This design comes from an exercise in tuning for small area, a short achievable clock period and few clock cycles on the open sky130 flow, not from production work. At most, simulation tests tie the RTL to the original design; equivalence was not proved. Power figures rest on the tool's default switching activity, not on a simulated workload.

==> inputs of build 83 <==
## fsq_table_engine
module fsq_table_engine (
    input  wire        clk,
    input  wire        rst,
    input  wire        cmd_valid,
    output wire        cmd_ready,
    input  wire [3:0]  cmd_op,
    input  wire [7:0]  cmd_a,
    input  wire [7:0]  cmd_b,
    output wire        rsp_valid,
    output wire [3:0]  rsp_err,
    output wire [2:0]  rsp_sub,
    output wire [7:0]  rsp_arg,
    output wire [16:0] rsp_result,
    output wire        rsp_tv,
    output wire [2:0]  rsp_k,
    output wire [2:0]  rsp_b
);
Settings: LEC_CHECK=0, CAP_MARGIN=0, CORE_MARGIN=2, CORE_UTILIZATION=48, CTS_CLUSTER_DIAMETER=100, CTS_CLUSTER_SIZE=25, PLACE_DENSITY=0.6, SLEW_MARGIN=0; clock period 10.0 ns.
standard.sh (not shown) runs the stock make flow with config.mk's settings and CLKGATE_MAP_FILE= SYNTH_SCRIPT=/design/flow/synth_recipe.tcl, a recipe that flattens the netlist after the stock synthesis.
==> flow/flow/run.sh <==
#!/bin/bash
set -euo pipefail
bash standard.sh synth > flow_synth.log 2>&1
bash standard.sh SETUP_SLACK_MARGIN=6.95 SKIP_GATE_CLONING=1 finish > flow_finish.log 2>&1
==> build 13: changes against build 83 <==
--- a/flow/design.v
+++ b/flow/design.v
@@ -16,17 +16,20 @@
     output wire [2:0]  rsp_b
 );
     localparam OP_NOP    = 4'h0, OP_CLEAR  = 4'h1, OP_APUSH = 4'h2, OP_KPUSH = 4'h3,
                OP_SETPAD = 4'h4, OP_BUILD  = 4'h5, OP_ENCB  = 4'hA, OP_DECB  = 4'hB,
                OP_PACK   = 4'hC, OP_UNPACK = 4'hD;
     localparam B_FIRST = 3'd0, B_SCAN = 3'd1, B_CHK = 3'd2, B_COL = 3'd3,
                B_FIN1  = 3'd4, B_FIN2 = 3'd5, B_ERR = 3'd7;
     reg [111:0] alpha_f;                 
-    reg [255:0] kslot_f;                 
+    reg [223:0] kslot_f;                 
+    reg [5:0]   rp;                      
+    reg         dd_v;                    
+    reg [4:0]   dd_i;                    
     reg [4:0]  alen;
     reg [5:0]  klen;
     reg [7:0]  pad;
     reg        pad_mem;                  
     reg        hi_f;  reg [3:0] hi_i;    
     reg        dup_f; reg [3:0] dup_i;   
     reg        tv;
     reg        tv_o;                     
@@ -155,53 +158,54 @@
     always @* begin
         cam_code = 4'd0;
         for (i = 0; i < 16; i = i + 1) begin
             cam_m[i] = (alpha_f[7*i +: 7] == c_a[6:0]) && amask[i];
             if (cam_m[i]) cam_code = cam_code | i[3:0];
         end
     end
     wire cam_hit = |cam_m;
-    wire [7:0] kslot_a = kslot_f[8*c_sa +: 8];
+    wire [6:0] kslot_a = kslot_f[7*c_sa +: 7];
     wire [3:0] enc_o1 = kslot_a[3:0];
-    assign     prt    = kslot_f[8*c_sb +: 8];    
+    assign     prt    = {1'b0, kslot_f[7*c_sb +: 7]};    
     wire [3:0] enc_o2 = prt[3:0];
     wire [15:0] dmask_a = {{7{k4}}, {5{k4 | k3}}, {3{k4 | k3 | k2}}, 1'b1};
     wire [31:0] dmask_b = {{14{k4}}, {2{k4 | k3}}, {7{k3}}, 1'b0, {4{k2}}, 2'b00, k1, 1'b0};
     reg [15:0] dm_a;
     reg [31:0] dm_b;
     reg [3:0]  de_a, de_b;               
     always @* begin
         de_a = 4'd0; de_b = 4'd0;
         for (i = 0; i < 16; i = i + 1) begin
-            dm_a[i] = kslot_f[8*i +: 4] == c_ad && dmask_a[i];
+            dm_a[i] = kslot_f[7*i +: 4] == c_ad && dmask_a[i];
             if (dm_a[i]) de_a = de_a | i[3:0];
         end
         for (i = 0; i < 32; i = i + 1) begin
-            dm_b[i] = kslot_f[8*i +: 4] == c_b[3:0] && dmask_b[i];
+            dm_b[i] = kslot_f[7*i +: 4] == c_b[3:0] && dmask_b[i];
             if (dm_b[i]) de_b = de_b | i[3:0];
         end
     end
     wire [3:0] rc3_a = {dm_a[6] | dm_a[7] | dm_a[8], dm_a[3] | dm_a[4] | dm_a[5],
                         dm_a[2] | dm_a[5] | dm_a[8], dm_a[1] | dm_a[4] | dm_a[7]};
     wire [3:0] rc3_b = {dm_b[15] | dm_b[16] | dm_b[17], dm_b[12] | dm_b[13] | dm_b[14],
                         dm_b[11] | dm_b[14] | dm_b[17], dm_b[10] | dm_b[13] | dm_b[16]};
     wire [3:0] rca = ({4{k4}} & de_a) | ({4{k3}} & rc3_a) | ({4{k2}} & {1'b0, de_a[1], 1'b0, de_a[0]});
     wire [3:0] rcb = ({4{k4}} & de_b) | ({4{k3}} & rc3_b) | ({4{k2}} & {1'b0, de_b[1], 1'b0, de_b[0]});
     wire [3:0] dec_o1 = mk(rca[3:2], rcb[1:0], k4, k3, k2);
     wire [3:0] dec_o2 = mk(rcb[3:2], rca[1:0], k4, k3, k2);
-    wire        k_res  = !c_a[7] && cam_hit;
-    wire [7:0]  k_data = c_a[7] ? 8'h90 : (cam_hit ? {4'b1000, cam_code} : {1'b0, c_a[6:0]});
+    wire        k_res  = !c_a[7] && cam_hit && klen == rp;   
+    wire [6:0]  k_data = (!c_a[7] && cam_hit && (e_bld || klen == rp)) ? {3'b000, cam_code} : c_a[6:0];
     wire        k_fresh = klen == 6'd0 || klen == {1'b0, alen};   
     wire        kp_we  = e_cmd && is_kpush && !klen[5];
-    wire        sc_we  = e_bld && bst == B_SCAN && sv && !c_a[7];
+    wire        s_res;
+    wire        sc_we  = e_bld && bst == B_SCAN && sv && !s_res;
     wire [4:0]  w_idx  = e_bld ? sdi : klen[4:0];
     wire        s_in_b = sdi >= alen;
-    wire        s_res  = c_a[7];
-    wire        s_bad  = s_res ? c_a[4] : !cam_hit;
+    assign      s_res  = {1'b0, sdi} < rp;
+    wire        s_bad  = !s_res && (!cam_hit || (dd_v && sdi == dd_i));
     wire [15:0] s_oh   = s_res ? (16'd1 << c_a[3:0]) : cam_m;
     wire        s_fresh = sdi == 5'd0 || sdi == alen;    
     wire        s_dup  = !s_fresh && |(seen & s_oh);
     wire        s_da   = !s_in_b && s_dup;
     wire        s_db   = s_in_b && s_dup;
     wire [15:0] col_oh = 16'd1 << c_a[3:0];
     wire        c_last_r = (k4 && sr == 2'd3) || (k3 && sr == 2'd2) || (k2 && sr == 2'd1) || k1;
     wire [1:0]  sr_n = c_last_r ? 2'd0 : sr + 2'd1;
@@ -221,100 +225,105 @@
     wire b_fast = fast_ok && !kdup;
     assign b_done = (bst == B_FIRST && !(b_pass && !b_fast)) ||
                     (bst == B_CHK && !dup_a && !dup_b) || bst == B_FIN2 || bst == B_ERR;
     wire q_ok  = tv && !c_age && !c_bge;
     reg        n_v;
     reg [3:0]  n_err;
     reg [2:0]  n_sub;
     reg [7:0]  n_arg;
-    reg [11:0] n_res;      
     always @* begin
-        n_v = 1'b0; n_err = 4'd0; n_sub = 3'd0; n_arg = 8'd0; n_res = 12'd0;
+        n_v = 1'b0; n_err = 4'd0; n_sub = 3'd0; n_arg = 8'd0;
         if (e_cmd) begin
             n_v = 1'b1;
             if (is_apush && alen[4]) begin n_err = 4'd3; n_sub = 3'd5; n_arg = 8'd16; end
             if (is_kpush && klen[5]) begin n_err = 4'd4; n_sub = 3'd1; n_arg = 8'd32; end
             if (is_ill) begin n_err = 4'd1; n_sub = 3'd1; end
             if (is_encb || is_decb || is_unpack || is_pack) begin
                 if (!tv) n_err = 4'd2;
                 else if (!is_pack && c_age) begin n_err = 4'd6; n_sub = 3'd1; n_arg = c_a; end
                 else if ((is_encb || is_decb) && c_bge) begin n_err = 4'd6; n_sub = 3'd2; n_arg = c_b; end
             end
-            if (is_encb && q_ok) n_res = {1'b1, enc_o1, 3'd0, enc_o2};
-            if (is_decb && q_ok) n_res = {1'b1, dec_o1, 3'd0, dec_o2};
-            if (is_unpack && tv && !c_age) n_res = {1'b1, 4'd0, alpha_f[7*c_au +: 7]};
-            if (is_pack && tv && k_res) n_res = {1'b1, 4'd0, 3'd0, cam_code};
         end else if (e_bld) begin
             n_v = b_done;
             if (bst == B_FIRST) begin
                 if (alen == 5'd0)                 begin n_err = 4'd3; n_sub = 3'd1; end
                 else if (!n_sq)                   begin n_err = 4'd3; n_sub = 3'd2; n_arg = {3'd0, alen}; end
                 else if (hi_f)                    begin n_err = 4'd3; n_sub = 3'd3; n_arg = {4'd0, hi_i}; end
                 else if (dup_f)                   begin n_err = 4'd3; n_sub = 3'd4; n_arg = {4'd0, dup_i}; end
                 else if (!pad_mem)                begin n_err = 4'd5; n_sub = 3'd1; n_arg = pad; end
                 else if (klen != {alen, 1'b0})    begin n_err = 4'd4; n_sub = 3'd2; n_arg = {2'd0, klen}; end
             end
             if (bst == B_ERR)  begin n_err = 4'd4; n_sub = 3'd3; n_arg = {3'd0, sdi - 5'd1}; end
             if (bst == B_FIN2) begin n_err = 4'd4; n_sub = 3'd4; n_arg = fin_i; end
         end
     end
+    wire sel_enc  = e_cmd && is_encb && q_ok;
+    wire sel_dec  = e_cmd && is_decb && q_ok;
+    wire sel_unp  = e_cmd && is_unpack && tv && !c_age;
+    wire sel_pack = e_cmd && is_pack && tv && !c_a[7];
+    wire [11:0] q_res = ({12{sel_enc}} & {1'b1, enc_o1, 3'd0, enc_o2}) |
+                        ({12{sel_dec}} & {1'b1, dec_o1, 3'd0, dec_o2}) |
+                        ({12{sel_unp}} & {1'b1, 4'd0, alpha_f[7*c_au +: 7]}) |
+                        ({12{sel_pack}} & {cam_hit, 4'd0, 3'd0, cam_code});
     reg        r_v;
     reg [3:0]  r_err;
     reg [2:0]  r_sub;
     reg [7:0]  r_arg;
-    reg [11:0] r_res;
+    reg [11:0] r_res;      
     assign rsp_valid  = r_v;
     assign rsp_err    = r_err;
     assign rsp_sub    = r_sub;
     assign rsp_arg    = r_arg;
     assign rsp_result = {r_res[11], 4'd0, r_res[10:7], 1'b0, r_res[6:0]};
     assign rsp_tv     = tv_o;
     assign rsp_k      = r_k;
     assign rsp_b      = r_b;
     always @(posedge clk) begin
-        r_err <= n_err; r_sub <= n_sub; r_arg <= n_arg; r_res <= n_res;
+        r_err <= n_err; r_sub <= n_sub; r_arg <= n_arg; r_res <= q_res;
         if (rst) r_v <= 1'b0; else r_v <= n_v;
     end
     wire build_ok = e_bld && ((bst == B_FIRST && b_pass && b_fast) ||
                               (bst == B_CHK && !dup_a && !dup_b));
     wire tv_clr   = (e_cmd && (is_clear || is_setpad || (is_apush && !alen[4]) || (is_kpush && !klen[5]))) ||
                     (e_bld && bst == B_FIRST);
     wire tv_n = !rst_q && (build_ok || (tv && !tv_clr));
     wire tv_r = tv_n && n_v;
     always @(posedge clk) begin
         tv   <= tv_n;
         tv_o <= tv_r;
         r_k  <= tv_r ? {k4, k3 | k2, alen[0]} : 3'd0;
         r_b  <= tv_r ? {k4 | k3, k2, 1'b0} : 3'd0;
     end
     always @(posedge clk) begin
         for (i = 0; i < 32; i = i + 1)
-            if ((kp_we || sc_we) && w_idx == i) kslot_f[8*i +: 8] <= k_data;
+            if ((kp_we || sc_we) && w_idx == i) kslot_f[7*i +: 7] <= k_data;
     end
     always @(posedge clk) begin
         if (rst_q) begin
             alen <= 5'd0; klen <= 6'd0; pad <= 8'h20; pad_mem <= 1'b0;
-            hi_f <= 1'b0; dup_f <= 1'b0; bst <= B_FIRST;
+            hi_f <= 1'b0; dup_f <= 1'b0; bst <= B_FIRST; rp <= 6'd0; dd_v <= 1'b0;
         end else if (e_cmd) begin
             if (is_clear) begin
                 alen <= 5'd0; klen <= 6'd0; pad <= 8'h20; pad_mem <= 1'b0;
-                hi_f <= 1'b0; dup_f <= 1'b0;
+                hi_f <= 1'b0; dup_f <= 1'b0; rp <= 6'd0; dd_v <= 1'b0;
             end
             if (is_apush && !alen[4]) begin
                 for (i = 0; i < 16; i = i + 1)
                     if (alen[3:0] == i) alpha_f[7*i +: 7] <= c_a[6:0];
                 alen <= alen + 5'd1;
                 if (!hi_f && c_a[7]) begin hi_f <= 1'b1; hi_i <= alen[3:0]; end
                 if (!dup_f && cam_hit) begin dup_f <= 1'b1; dup_i <= alen[3:0]; end
                 if (c_a == pad && !pad[7]) pad_mem <= 1'b1;
                 if (klen != 6'd0) fast_ok <= 1'b0;
             end
             if (is_kpush && !klen[5]) begin
                 klen <= klen + 6'd1;
+                if (k_res) rp <= rp + 6'd1;
+                if (c_a[7] && !dd_v) begin dd_v <= 1'b1; dd_i <= klen[4:0]; end
                 seen <= (k_fresh ? 16'd0 : seen) | cam_m;
                 if (klen == 6'd0) begin
                     fast_ok <= k_res;
                     kdup <= 1'b0;
                 end else begin
                     fast_ok <= fast_ok && k_res;
                     if (!k_fresh && |(seen & cam_m)) kdup <= 1'b1;
                 end
@@ -332,16 +341,17 @@
                     dup_a <= 1'b0; dup_b <= 1'b0;
                     fast_ok <= 1'b0;
                 end
             end
             B_SCAN: begin
                 sv <= 1'b1; sdi <= c_sb;
                 slast <= scan_next == klen[4:0];
                 if (sv) begin
+                    if (!s_res && !s_bad) rp <= {1'b0, sdi} + 6'd1;
                     seen <= (s_fresh ? 16'd0 : seen) | s_oh;
                     if (!dup_a) min_da <= sdi[3:0];
                     dup_a <= dup_a || s_da;
                     dup_b <= dup_b || s_db;
                     if (s_bad) bst <= B_ERR;     
                     else if (slast) bst <= B_CHK;
                 end
             end
==> flow/flow/run.sh (replaced) <==
#!/bin/bash
set -euo pipefail
bash standard.sh synth > flow_synth.log 2>&1
bash standard.sh SETUP_SLACK_MARGIN=7.0 finish > flow_finish.log 2>&1
Settings changed: CORE_UTILIZATION 48 to 45.
==> run notes <==
item	build 83	build 13
Synth Register Bits	515	495
Post-CTS Repair Setup Buffers	47	121
Net count of the finished layout	2357	2593
Mean number of vias per cell	6.51	6.62
Top layer used by detailed routing	met4	met5
Total length of routed wires	91500 um	101000 um
CP peak stage delay	0.51 ns	0.53 ns
Met1 routed wirelength after detailed routing	36000 um	38400 um
Met3 routed wirelength	7580 um	11000 um
Post-route clock period utilization	0.313	0.306
Reg2Reg Launch Point	c_b[0]	alen[4]
Sequential cell area fraction in the yosys report	0.521	0.504
Number of standard cells after synthesis	2267	2388
Leakage power of the design	10.2 nW	11.4 nW
Status	timing/DRC/antenna clean	timing/DRC/antenna clean
Avg Synthesized Cell Area	12.3 um2	11.5 um2
TritonCTS Sinks	515	495
Worst slew margin relative to its limit	0.258	0.144
Switching power summed over all nets	0.953 mW	0.963 mW
Final instance count without filler cells	3095	3343
Worst slew pin tran	1.11 ns	1.27 ns
Testbench counts of build 83, summed over its fixed seeds: cycles 14,700.
The RTL of build 13 was laid out without a check of its function.

[separate check: timing with driven ports]
The flow's constraints put no driver on any port. The routed layouts listed below were extracted and timed again, unchanged, in two steps.
Step 1, drivers: a clkbuf_16 drives clk and a buf_2 each remaining input, both assumed.
Step 2 moves the port delays by t, midway between the first and last clock arrival at a register: inputs arrive t later, outputs are due t later. That takes back most of the time a late clock gives input paths.
Three values: ideal ports, drivers, drivers and shift; two values: the first two.
run | shift t [ns] | setup WS [ns] | latest minus earliest clock arrival (ns) | worst data-port slew with drivers (ns)
build 83 | 0.671 | 6.872 / 6.820 / 6.255 | 0.023 / 0.023 | 0.08
build 13 | 0.671 | 6.935 / 6.880 / 6.277 | 0.037 / 0.037 | 0.15
After both steps every run listed still meets setup and hold. The setup slack of build 13, which loses most, moves by -0.055 ns with the drivers and by -0.658 ns with both steps.
